What follows belongs to an exercise in optimizing a design on an open flow for small area, a short achievable clock period and few clock cycles per item; a production flow would make more cautious choices.
RTL that was checked went through simulation tests only; none was proved equivalent to the original.
Power figures rest on the tool's default switching activity, not on a simulated workload.

==> run a: inputs <==
==> flow/design.v <==
module echo_engine (
    input  wire        clk,
    input  wire        rst,         
    input  wire        cfg_we,
    input  wire [4:0]  cfg_addr,
    input  wire [31:0] cfg_wdata,
    output reg         cfg_err,     
    input  wire        in_valid,
    output wire        in_ready,
    input  wire [1:0]  in_op,       
    input  wire [15:0] in_data,
    output wire        out_valid,
    input  wire        out_ready,
    output wire [15:0] out_data
);
    localparam RING_DEPTH  = 64;
    localparam TABLE_DEPTH = 16;
    localparam OP_DELAY = 2'd0;
    localparam OP_TABLE = 2'd1;
    localparam OP_PRBS  = 2'd2;
    localparam OP_NOISE = 2'd3;
    localparam A_CAPACITY    = 5'd0;
    localparam A_NOISE_LEVEL = 5'd1;
    localparam A_LFSR        = 5'd2;
    localparam A_LCG_SEED    = 5'd3;
    localparam A_TABLE_LEN   = 5'd4;
    localparam A_RESTART     = 5'd5;
    localparam A_LCGSTEP     = 5'd6;
    function [30:0] rotl;
        input [30:0] v;
        input integer n;
        begin
            rotl = (v << n) | (v >> (31 - n));
        end
    endfunction
    function [61:0] csa;     
        input [30:0] x, y, z;
        reg [30:0] c;
        begin
            c   = (x & y) | (x & z) | (y & z);
            csa = {x ^ y ^ z, c[29:0], c[30]};
        end
    endfunction
    function [38:0] lcg_next;    
        input [30:0] t;
        input [7:0]  k;
        reg [30:0] sp0, sp1, sp2, s, c, tn;
        reg [61:0] l1a, l1b, l1c, l2a, l2b, l3;
        reg [7:0]  kn;
        reg [4:0]  blk;
        integer j;
        begin
            sp0 = {k[4], k[6], k[5], k[5], k[3], k[5], k[4], k[4], k[2], k[4], k[3], k[3], k[1], k[3], k[2], k[2], k[0], k[2], k[1], k[7], k[2], k[1], k[0], k[6], k[1], k[7], k[7], k[5], k[7], k[6], k[6]};
            sp1 = {k[7], k[7], k[7], 1'b0, k[6], k[6], k[6], 1'b0, k[5], k[5], k[5], 1'b0, k[4], k[4], k[4], 1'b0, k[3], k[3], k[3], k[1], 1'b0, k[2], k[2], k[0], 1'b0, k[0], k[1], 1'b0, k[0], k[0], k[0]};
            sp2 = {1'b0, 1'b0, 1'b0, 1'b0, 1'b0, 1'b0, 1'b0, 1'b0, 1'b0, 1'b0, 1'b0, 1'b0, 1'b0, 1'b0, 1'b0, 1'b0, 1'b0, 1'b0, 1'b0, 1'b0, 1'b0, 1'b0, 1'b0, 1'b0, 1'b0, k[1], 1'b0, 1'b0, 1'b0, 1'b0, 1'b0};
            l1a = csa(rotl(t, 14), rotl(t, 9), ~rotl(t, 7));
            l1b = csa(rotl(t, 5),  rotl(t, 3), ~t);
            l1c = csa(sp0, sp1, sp2);
            l2a = csa(l1a[61:31], l1a[30:0], l1b[61:31]);
            l2b = csa(l1b[30:0],  l1c[61:31], l1c[30:0]);
            l3  = csa(l2a[61:31], l2a[30:0], l2b[61:31]);
            {s, c} = csa(l3[61:31], l3[30:0], l2b[30:0]);
            for (j = 0; j < 7; j = j + 1) begin
                blk = {1'b0, s[4*j +: 4]} + {1'b0, c[4*j +: 4]};
                tn[4*j +: 4] = blk[3:0];
                kn[j + 1] = blk[4];
            end
            blk = {2'b0, s[30:28]} + {2'b0, c[30:28]};
            tn[30:28] = blk[2:0];
            kn[0] = blk[3];
            lcg_next = {tn, kn};
        end
    endfunction
    function [30:0] add_eac;
        input [30:0] x, y;
        reg [30:0] p, g, gp, pp, gn, pn, c;
        integer n, d;
        begin
            p  = x ^ y;
            g  = x & y;
            gp = g;
            pp = p;
            for (d = 1; d < 31; d = d * 2) begin
                gn = gp;
                pn = pp;
                for (n = d; n < 31; n = n + 1) begin
                    gn[n] = gp[n] | (pp[n] & gp[n-d]);
                    pn[n] = pp[n] & pp[n-d];
                end
                gp = gn;
                pp = pn;
            end
            c[0] = gp[30];
            for (n = 1; n < 31; n = n + 1)
                c[n] = gp[n-1] | (pp[n-1] & gp[30]);
            add_eac = p ^ c;
        end
    endfunction
    function [30:0] kvec;    
        input [7:0] k;
        integer j;
        begin
            kvec = 31'd0;
            for (j = 0; j < 8; j = j + 1)
                kvec[4*j] = k[j];
        end
    endfunction
    reg cfg_ok;
    always @(*) begin
        cfg_ok = 1'b0;
        if (cfg_addr[4])
            cfg_ok = 1'b1;                                     
        else case (cfg_addr)
            A_CAPACITY:    cfg_ok = cfg_wdata >= 32'd1 && cfg_wdata <= RING_DEPTH;
            A_NOISE_LEVEL: cfg_ok = cfg_wdata >= 32'd1 && cfg_wdata <= 32'd32767;
            A_LFSR:        cfg_ok = cfg_wdata[15:0] != 16'd0;
            A_LCG_SEED:    cfg_ok = cfg_wdata >= 32'd1 && cfg_wdata <= 32'd2147483646;
            A_TABLE_LEN:   cfg_ok = cfg_wdata >= 32'd1 && cfg_wdata <= TABLE_DEPTH;
            A_RESTART:     cfg_ok = 1'b1;
            A_LCGSTEP:     cfg_ok = 1'b1;
            default:       cfg_ok = 1'b0;
        endcase
    end
    wire cfg_do = cfg_we && cfg_ok;
    wire wr_cap     = cfg_do && cfg_addr == A_CAPACITY;
    wire wr_nl      = cfg_do && cfg_addr == A_NOISE_LEVEL;
    wire wr_lfsr    = cfg_do && cfg_addr == A_LFSR;
    wire wr_seed    = cfg_do && cfg_addr == A_LCG_SEED;
    wire wr_tlen    = cfg_do && cfg_addr == A_TABLE_LEN;
    wire wr_lcgstep = cfg_do && cfg_addr == A_LCGSTEP;
    wire ring_clear = cfg_do && (cfg_addr == A_CAPACITY ||
                                 (cfg_addr == A_RESTART && cfg_wdata[0]));
    wire tidx_clear = cfg_do && (cfg_addr == A_TABLE_LEN ||
                                 (cfg_addr == A_RESTART && cfg_wdata[2]));
    reg        rdy;
    reg        a_valid;
    reg        a_delay;        
    reg [1:0]  a_op;
    reg [15:0] a_x;
    reg        v0, v1, v2;
    reg [15:0] q0, q1, q2;
    assign in_ready  = rdy;
    assign out_valid = v0;
    assign out_data  = q0;
    wire fire = in_valid && rdy;
    wire take = v0 && out_ready;
    wire push = a_valid;
    wire v0_n = take ? (v1 | push)        : (v0 | push);
    wire v1_n = take ? (v2 | (v1 & push)) : (v1 | (v0 & push));
    wire v2_n = take ? (v2 & push)        : (v2 | (v1 & push));
    reg [5:0]  last;           
    reg [5:0]  cnt;            
    reg        full;           
    reg [15:0] s32 [0:31];
    reg [15:0] s16 [0:15];
    reg [15:0] s8  [0:7];
    reg [15:0] s4  [0:3];
    reg [15:0] s2  [0:1];
    reg [15:0] s1;
    reg [15:0] dl;
    reg [3:0]  tlast;          
    reg [3:0]  tidx;
    reg [15:0] tab [0:TABLE_DEPTH-1];
    reg [TABLE_DEPTH-1:0] tvalid;    
    reg [14:0] noise_level;
    reg [15:0] lfsr;
    reg [30:0] lcg_t;          
    reg [7:0]  lcg_k;          
    reg        lcg_owed;       
    wire a_table = a_valid && a_op == OP_TABLE;
    wire a_prbs  = a_valid && a_op == OP_PRBS;
    wire a_noise = a_valid && a_op == OP_NOISE;
    wire [15:0] rd = full ? dl : 16'd0;
    wire [16:0] delay_sum = {a_x[15], a_x} + {rd[15], rd};
    reg  [15:0] delay_out;
    always @(*) begin
        if (delay_sum[16] == delay_sum[15])
            delay_out = delay_sum[15:0];
        else if (delay_sum[16])
            delay_out = 16'h8000;
        else
            delay_out = 16'h7FFF;
    end
    wire [15:0] c5 = last[5] ? s32[31] : a_x;
    wire [15:0] c4 = last[4] ? s16[15] : c5;
    wire [15:0] c3 = last[3] ? s8[7]   : c4;
    wire [15:0] c2 = last[2] ? s4[3]   : c3;
    wire [15:0] c1 = last[1] ? s2[1]   : c2;
    wire [15:0] c0 = last[0] ? s1      : c1;
    wire [15:0] table_out = tvalid[tidx] ? tab[tidx] : 16'd0;
    wire [3:0]  tidx_next = (tidx == tlast) ? 4'd0 : tidx + 4'd1;
    wire        prbs_fb   = lfsr[15] ^ lfsr[14] ^ lfsr[3] ^ lfsr[1];
    wire [15:0] lfsr_next = {lfsr[14:0], prbs_fb};
    wire [15:0] prbs_out  = prbs_fb ? {1'b0, noise_level} : -{1'b0, noise_level};
    wire [38:0] lcg_step  = lcg_next(lcg_t, lcg_k);
    wire [30:0] lcg_val   = add_eac(lcg_t, kvec(lcg_k));
    wire [15:0] noise_out = {{4{~lcg_val[30]}}, lcg_val[29:18]};
    reg [15:0] result;
    always @(*) begin
        case (a_op)
            OP_DELAY: result = delay_out;
            OP_TABLE: result = table_out;
            OP_PRBS:  result = prbs_out;
            default:  result = noise_out;
        endcase
    end
    integer i;
    always @(posedge clk) begin
        a_op <= in_op;
        a_x  <= in_data;
        q0 <= take ? (v1 ? q1 : result) : (v0 ? q0 : result);
        q1 <= take ? (v2 ? q2 : result) : (v1 ? q1 : result);
        q2 <= (v2 && !take) ? q2 : result;
        if (a_delay) begin
            s32[0] <= a_x;
            for (i = 1; i < 32; i = i + 1) s32[i] <= s32[i-1];
            s16[0] <= c5;
            for (i = 1; i < 16; i = i + 1) s16[i] <= s16[i-1];
            s8[0] <= c4;
            for (i = 1; i < 8; i = i + 1) s8[i] <= s8[i-1];
            s4[0] <= c3;
            for (i = 1; i < 4; i = i + 1) s4[i] <= s4[i-1];
            s2[0] <= c2;
            s2[1] <= s2[0];
            s1 <= c1;
            dl <= c0;
        end
        for (i = 0; i < TABLE_DEPTH; i = i + 1)
            if (cfg_do && cfg_addr == 5'd16 + i)
                tab[i] <= cfg_wdata[15:0];
    end
    always @(posedge clk) begin
        if (rst) begin
            rdy         <= 1'b1;
            a_valid     <= 1'b0;
            a_delay     <= 1'b0;
            v0          <= 1'b0;
            v1          <= 1'b0;
            v2          <= 1'b0;
            cfg_err     <= 1'b0;
            last        <= 6'd0;
            cnt         <= 6'd0;
            full        <= 1'b0;
            tlast       <= 4'd0;
            tidx        <= 4'd0;
            tvalid      <= {TABLE_DEPTH{1'b0}};
            noise_level <= 15'd1;
            lfsr        <= 16'h0001;
            lcg_t       <= 31'd16807;
            lcg_k       <= 8'd0;
            lcg_owed    <= 1'b0;
        end else begin
            cfg_err <= cfg_we && !cfg_ok;
            a_valid <= fire;
            a_delay <= fire && in_op == OP_DELAY;
            v0 <= v0_n;
            v1 <= v1_n;
            v2 <= v2_n;
            rdy <= fire ? !v1_n : !v2_n;
            if (a_delay && !full) begin
                if (cnt == last)
                    full <= 1'b1;
                cnt <= cnt + 6'd1;
            end
            if (a_table)
                tidx <= tidx_next;
            if (a_prbs)
                lfsr <= lfsr_next;
            if (wr_seed) begin
                lcg_t    <= cfg_wdata[30:0];
                lcg_k    <= 8'd0;
                lcg_owed <= 1'b1;
            end else begin
                if (a_noise || lcg_owed || wr_lcgstep)
                    {lcg_t, lcg_k} <= lcg_step;
                lcg_owed <= wr_lcgstep && (a_noise || lcg_owed);
            end
            if (wr_cap)
                last <= cfg_wdata[5:0] - 6'd1;
            if (wr_nl)
                noise_level <= cfg_wdata[14:0];
            if (wr_lfsr)
                lfsr <= cfg_wdata[15:0];
            if (wr_tlen)
                tlast <= cfg_wdata[3:0] - 4'd1;
            if (ring_clear) begin
                cnt  <= 6'd0;
                full <= 1'b0;
            end
            if (tidx_clear)
                tidx <= 4'd0;
            for (i = 0; i < TABLE_DEPTH; i = i + 1)
                if (cfg_do && cfg_addr == 5'd16 + i)
                    tvalid[i] <= 1'b1;
        end
    end
endmodule
==> flow/flow/run.sh <==
#!/bin/bash
set -euo pipefail
MARGIN=$(cat flow/margin.txt)
bash standard.sh SETUP_SLACK_MARGIN=$MARGIN finish > flow_make.log 2>&1
==> flow/flow/margin.txt <==
7.2
==> flow/standard.sh <==
#!/bin/bash
# synth_recipe.tcl (not shown) runs the flow's synth.tcl, then flattens the netlist and writes it again
# the make line also repeats each setting of config.mk as NAME=value (left out here)
make -C /OpenROAD-flow-scripts/flow DESIGN_CONFIG=/design/flow/config.mk WORK_HOME=/design/flow/orfs CLKGATE_MAP_FILE= SYNTH_SCRIPT=/design/flow/synth_recipe.tcl "${@:-finish}"
==> flow/config.mk <==
export PLATFORM = sky130hd
export DESIGN_NAME = echo_engine
export DESIGN_NICKNAME = echo_engine
export VERILOG_FILES = /design/flow/design.v
export SDC_FILE = /design/flow/constraint.sdc
export NUM_CORES = 4
export LEC_CHECK = 0
export CAP_MARGIN = 20
export CORE_MARGIN = 2
export CORE_UTILIZATION = 40
export PLACE_DENSITY = 0.6
export SLEW_MARGIN = 20
==> flow/constraint.sdc <==
create_clock -name core_clock -period 10.5 [get_ports {clk}]
set_input_delay 2.1000 -clock core_clock [delete_from_list [all_inputs] [get_ports {clk}]]
set_output_delay 2.1000 -clock core_clock [all_outputs]
set_load 0.01 [all_outputs]
==> run b: changes against run a <==
--- a/flow/design.v
+++ b/flow/design.v
@@ -136,5 +136,7 @@
     reg        a_valid;
     reg        a_delay;        
-    reg [1:0]  a_op;
+    reg        a_table;        
+    reg        a_prbs;         
+    reg        a_noise;        
     reg [15:0] a_x;
     reg        v0, v1, v2;
@@ -168,8 +170,5 @@
     reg [7:0]  lcg_k;          
     reg        lcg_owed;       
-    wire a_table = a_valid && a_op == OP_TABLE;
-    wire a_prbs  = a_valid && a_op == OP_PRBS;
-    wire a_noise = a_valid && a_op == OP_NOISE;
-    wire [15:0] rd = full ? dl : 16'd0;
+    wire [15:0] rd = dl;
     wire [16:0] delay_sum = {a_x[15], a_x} + {rd[15], rd};
     reg  [15:0] delay_out;
@@ -188,4 +187,5 @@
     wire [15:0] c1 = last[1] ? s2[1]   : c2;
     wire [15:0] c0 = last[0] ? s1      : c1;
+    wire        full_next = full || cnt == last;
     wire [15:0] table_out = tvalid[tidx] ? tab[tidx] : 16'd0;
     wire [3:0]  tidx_next = (tidx == tlast) ? 4'd0 : tidx + 4'd1;
@@ -198,14 +198,15 @@
     reg [15:0] result;
     always @(*) begin
-        case (a_op)
-            OP_DELAY: result = delay_out;
-            OP_TABLE: result = table_out;
-            OP_PRBS:  result = prbs_out;
-            default:  result = noise_out;
-        endcase
+        if (a_table)
+            result = table_out;
+        else if (a_prbs)
+            result = prbs_out;
+        else if (a_noise)
+            result = noise_out;
+        else
+            result = delay_out;
     end
     integer i;
     always @(posedge clk) begin
-        a_op <= in_op;
         a_x  <= in_data;
         q0 <= take ? (v1 ? q1 : result) : (v0 ? q0 : result);
@@ -224,5 +225,4 @@
             s2[1] <= s2[0];
             s1 <= c1;
-            dl <= c0;
         end
         for (i = 0; i < TABLE_DEPTH; i = i + 1)
@@ -235,4 +235,7 @@
             a_valid     <= 1'b0;
             a_delay     <= 1'b0;
+            a_table     <= 1'b0;
+            a_prbs      <= 1'b0;
+            a_noise     <= 1'b0;
             v0          <= 1'b0;
             v1          <= 1'b0;
@@ -242,4 +245,5 @@
             cnt         <= 6'd0;
             full        <= 1'b0;
+            dl          <= 16'd0;
             tlast       <= 4'd0;
             tidx        <= 4'd0;
@@ -254,12 +258,16 @@
             a_valid <= fire;
             a_delay <= fire && in_op == OP_DELAY;
+            a_table <= fire && in_op == OP_TABLE;
+            a_prbs  <= fire && in_op == OP_PRBS;
+            a_noise <= fire && in_op == OP_NOISE;
             v0 <= v0_n;
             v1 <= v1_n;
             v2 <= v2_n;
             rdy <= fire ? !v1_n : !v2_n;
-            if (a_delay && !full) begin
-                if (cnt == last)
-                    full <= 1'b1;
-                cnt <= cnt + 6'd1;
+            if (a_delay) begin
+                full <= full_next;
+                dl   <= full_next ? c0 : 16'd0;
+                if (!full)
+                    cnt <= cnt + 6'd1;
             end
             if (a_table)
@@ -287,4 +295,5 @@
                 cnt  <= 6'd0;
                 full <= 1'b0;
+                dl   <= 16'd0;
             end
             if (tidx_clear)
==> flow/run.sh (new file) <==
#!/bin/bash
# synth_recipe.tcl (not shown) runs the flow's synth.tcl, then flattens the netlist and writes it again
# the make line also repeats each setting of config.mk as NAME=value (left out here)
make -C /OpenROAD-flow-scripts/flow DESIGN_CONFIG=/design/flow/config.mk WORK_HOME=/design/flow/orfs CLKGATE_MAP_FILE= SYNTH_SCRIPT=/design/flow/synth_recipe.tcl finish
--- a/flow/config.mk
+++ b/flow/config.mk
@@ -9,4 +9,7 @@
 export CORE_MARGIN = 2
 export CORE_UTILIZATION = 40
+export CTS_CLUSTER_DIAMETER = 70
+export CTS_CLUSTER_SIZE = 24
 export PLACE_DENSITY = 0.6
+export SETUP_SLACK_MARGIN = 5
 export SLEW_MARGIN = 20
removed: flow/flow/run.sh
removed: flow/flow/margin.txt
removed: flow/standard.sh
==> run c: changes against run a <==
--- a/flow/config.mk
+++ b/flow/config.mk
@@ -8,5 +8,7 @@
 export CAP_MARGIN = 20
 export CORE_MARGIN = 2
-export CORE_UTILIZATION = 40
-export PLACE_DENSITY = 0.6
+export CORE_UTILIZATION = 55
+export CTS_CLUSTER_DIAMETER = 70
+export CTS_CLUSTER_SIZE = 24
+export PLACE_DENSITY = 0.7
 export SLEW_MARGIN = 20
==> run d: changes against run a <==
--- a/flow/design.v
+++ b/flow/design.v
@@ -136,5 +136,7 @@
     reg        a_valid;
     reg        a_delay;        
-    reg [1:0]  a_op;
+    reg        a_table;        
+    reg        a_prbs;         
+    reg        a_noise;        
     reg [15:0] a_x;
     reg        v0, v1, v2;
@@ -168,8 +170,5 @@
     reg [7:0]  lcg_k;          
     reg        lcg_owed;       
-    wire a_table = a_valid && a_op == OP_TABLE;
-    wire a_prbs  = a_valid && a_op == OP_PRBS;
-    wire a_noise = a_valid && a_op == OP_NOISE;
-    wire [15:0] rd = full ? dl : 16'd0;
+    wire [15:0] rd = dl;
     wire [16:0] delay_sum = {a_x[15], a_x} + {rd[15], rd};
     reg  [15:0] delay_out;
@@ -188,4 +187,5 @@
     wire [15:0] c1 = last[1] ? s2[1]   : c2;
     wire [15:0] c0 = last[0] ? s1      : c1;
+    wire        full_next = full || cnt == last;
     wire [15:0] table_out = tvalid[tidx] ? tab[tidx] : 16'd0;
     wire [3:0]  tidx_next = (tidx == tlast) ? 4'd0 : tidx + 4'd1;
@@ -198,14 +198,15 @@
     reg [15:0] result;
     always @(*) begin
-        case (a_op)
-            OP_DELAY: result = delay_out;
-            OP_TABLE: result = table_out;
-            OP_PRBS:  result = prbs_out;
-            default:  result = noise_out;
-        endcase
+        if (a_table)
+            result = table_out;
+        else if (a_prbs)
+            result = prbs_out;
+        else if (a_noise)
+            result = noise_out;
+        else
+            result = delay_out;
     end
     integer i;
     always @(posedge clk) begin
-        a_op <= in_op;
         a_x  <= in_data;
         q0 <= take ? (v1 ? q1 : result) : (v0 ? q0 : result);
@@ -224,5 +225,4 @@
             s2[1] <= s2[0];
             s1 <= c1;
-            dl <= c0;
         end
         for (i = 0; i < TABLE_DEPTH; i = i + 1)
@@ -235,4 +235,7 @@
             a_valid     <= 1'b0;
             a_delay     <= 1'b0;
+            a_table     <= 1'b0;
+            a_prbs      <= 1'b0;
+            a_noise     <= 1'b0;
             v0          <= 1'b0;
             v1          <= 1'b0;
@@ -242,4 +245,5 @@
             cnt         <= 6'd0;
             full        <= 1'b0;
+            dl          <= 16'd0;
             tlast       <= 4'd0;
             tidx        <= 4'd0;
@@ -254,12 +258,16 @@
             a_valid <= fire;
             a_delay <= fire && in_op == OP_DELAY;
+            a_table <= fire && in_op == OP_TABLE;
+            a_prbs  <= fire && in_op == OP_PRBS;
+            a_noise <= fire && in_op == OP_NOISE;
             v0 <= v0_n;
             v1 <= v1_n;
             v2 <= v2_n;
             rdy <= fire ? !v1_n : !v2_n;
-            if (a_delay && !full) begin
-                if (cnt == last)
-                    full <= 1'b1;
-                cnt <= cnt + 6'd1;
+            if (a_delay) begin
+                full <= full_next;
+                dl   <= full_next ? c0 : 16'd0;
+                if (!full)
+                    cnt <= cnt + 6'd1;
             end
             if (a_table)
@@ -287,4 +295,5 @@
                 cnt  <= 6'd0;
                 full <= 1'b0;
+                dl   <= 16'd0;
             end
             if (tidx_clear)
==> flow/flow/margin.txt (replaced) <==
6.6
--- a/flow/config.mk
+++ b/flow/config.mk
@@ -9,4 +9,6 @@
 export CORE_MARGIN = 2
 export CORE_UTILIZATION = 40
+export CTS_CLUSTER_DIAMETER = 60
+export CTS_CLUSTER_SIZE = 32
 export PLACE_DENSITY = 0.6
 export SLEW_MARGIN = 20
==> comparison <==
Run a ran to the end with no violations. Run d went through all stages and came out clean. Run c went through all stages and came out clean. Run b finished with timing, DRC and antenna clean.
In run b the critical path depth is lower than in run a, by 5.
Register-to-register slack: run d > run a > run c > run b.
Power: run b < run d < run c < run a.
The lowest maximum frequency belongs to run b, the highest to run d.
Against run b, the design area of run a is higher by about 11%.
Count of clock-buffer cells in the layout, highest first: run a, run c, run d, run b.
Of run d and run a, run a has the higher sequential power (gap about 0.8%, measured against run a).
Against run b, the synthesized cell count of run c is lower by 1.7%.
==> figures <==
|  | run a | run c | run d | run b |
|---|---|---|---|---|
| CTS clk-pin slew, worst paths | 0.06 ns | 0.09 ns | 0.09 ns | 0.09 ns |
| Power per cell area | 286.0 mW/mm^2 | 274.3 mW/mm^2 | 253.6 mW/mm^2 | 231.3 mW/mm^2 |
| Fraction of layout instances using a drive strength above 1 | 28.43% | 24.74% | 19.49% | 9.446% |
| Internal power | 13.49 mW | 11.89 mW | 11.51 mW | 10.09 mW |
| Number of flip-flops and latches in the synthesized netlist | 1461 | 1461 | 1462 | 1462 |
| Length of the first detailed-routing pass in iterations | 6 | 9 | 6 | 7 |
| Relative contribution of the clock network to total power | 26.2% | 18.6% | 26.0% | 25.8% |
| Outcome | finished clean | finished clean | finished clean | finished clean |
| Multiplexer fraction of the synthesized cell area | 3.228% | 3.228% | 2.801% | 2.801% |
| Die height | 382.1 um | 326.4 um | 382.7 um | 382.7 um |
| Startpoint Class | input port | flip-flop | flip-flop | input port |
| Clock net power | 5.31 mW | 3.40 mW | 4.41 mW | 3.80 mW |
| Number of clock sinks seen by CTS | 1461 | 1461 | 1462 | 1462 |
| Register-to-Register Path Depth | 18 | 16 | 16 | 15 |
| End point of the critical path | lcg_t[15]$_SDFFE_PP0P_ | q0[10]$_DFFE_PP_ | lcg_t[27]$_SDFFE_PP0P_ | noise_level[8]$_SDFFE_PP0P_ |
| Maximum clock frequency | 0.2301 GHz | 0.2343 GHz | 0.2398 GHz | 0.1885 GHz |
| Multi-input logic portion of the cell area | 21.08% | 22.22% | 21.16% | 21.05% |
Testbench counts of run a, summed over its fixed seeds: cycles 32,976, items 32,000.
Testbench counts of run c, summed over its fixed seeds: cycles 32,976, items 32,000.
No functional check of the RTL was part of run b and run d.

port drivers added, routing unchanged:
In the flow no input, the clock included, has a driving cell. The finished layouts below were timed again as built, in two steps.
Step 1 assumes that a clkbuf_16 drives the clock port and a buf_2 every other input.
Step 2 times the ports against the registers' clock, not the clock port: input delays grow and output delays shrink by t, the midpoint of the rising clock arrivals with the driver on.
Three values: ideal, step 1, step 2; two values: the first two.
run	shift t [ns]	setup slack, ns	latest minus earliest clock arrival (ns)	worst register clock-pin slew, ns
run a	0.844	6.154 / 6.179 / 5.335	0.039 / 0.040	0.07 / 0.07
run b	0.796	5.195 / 5.247 / 4.450	0.067 / 0.067	0.09 / 0.09
run c	0.754	6.231 / 6.231 / 5.588	0.039 / 0.039	0.09 / 0.09
run d	0.790	6.330 / 6.330 / 5.708	0.041 / 0.041	0.10 / 0.10
After both steps setup and hold are still met in every run listed. The setup slack of run a, which loses most, moves by +0.025 ns with the drivers and by -0.819 ns with both steps.
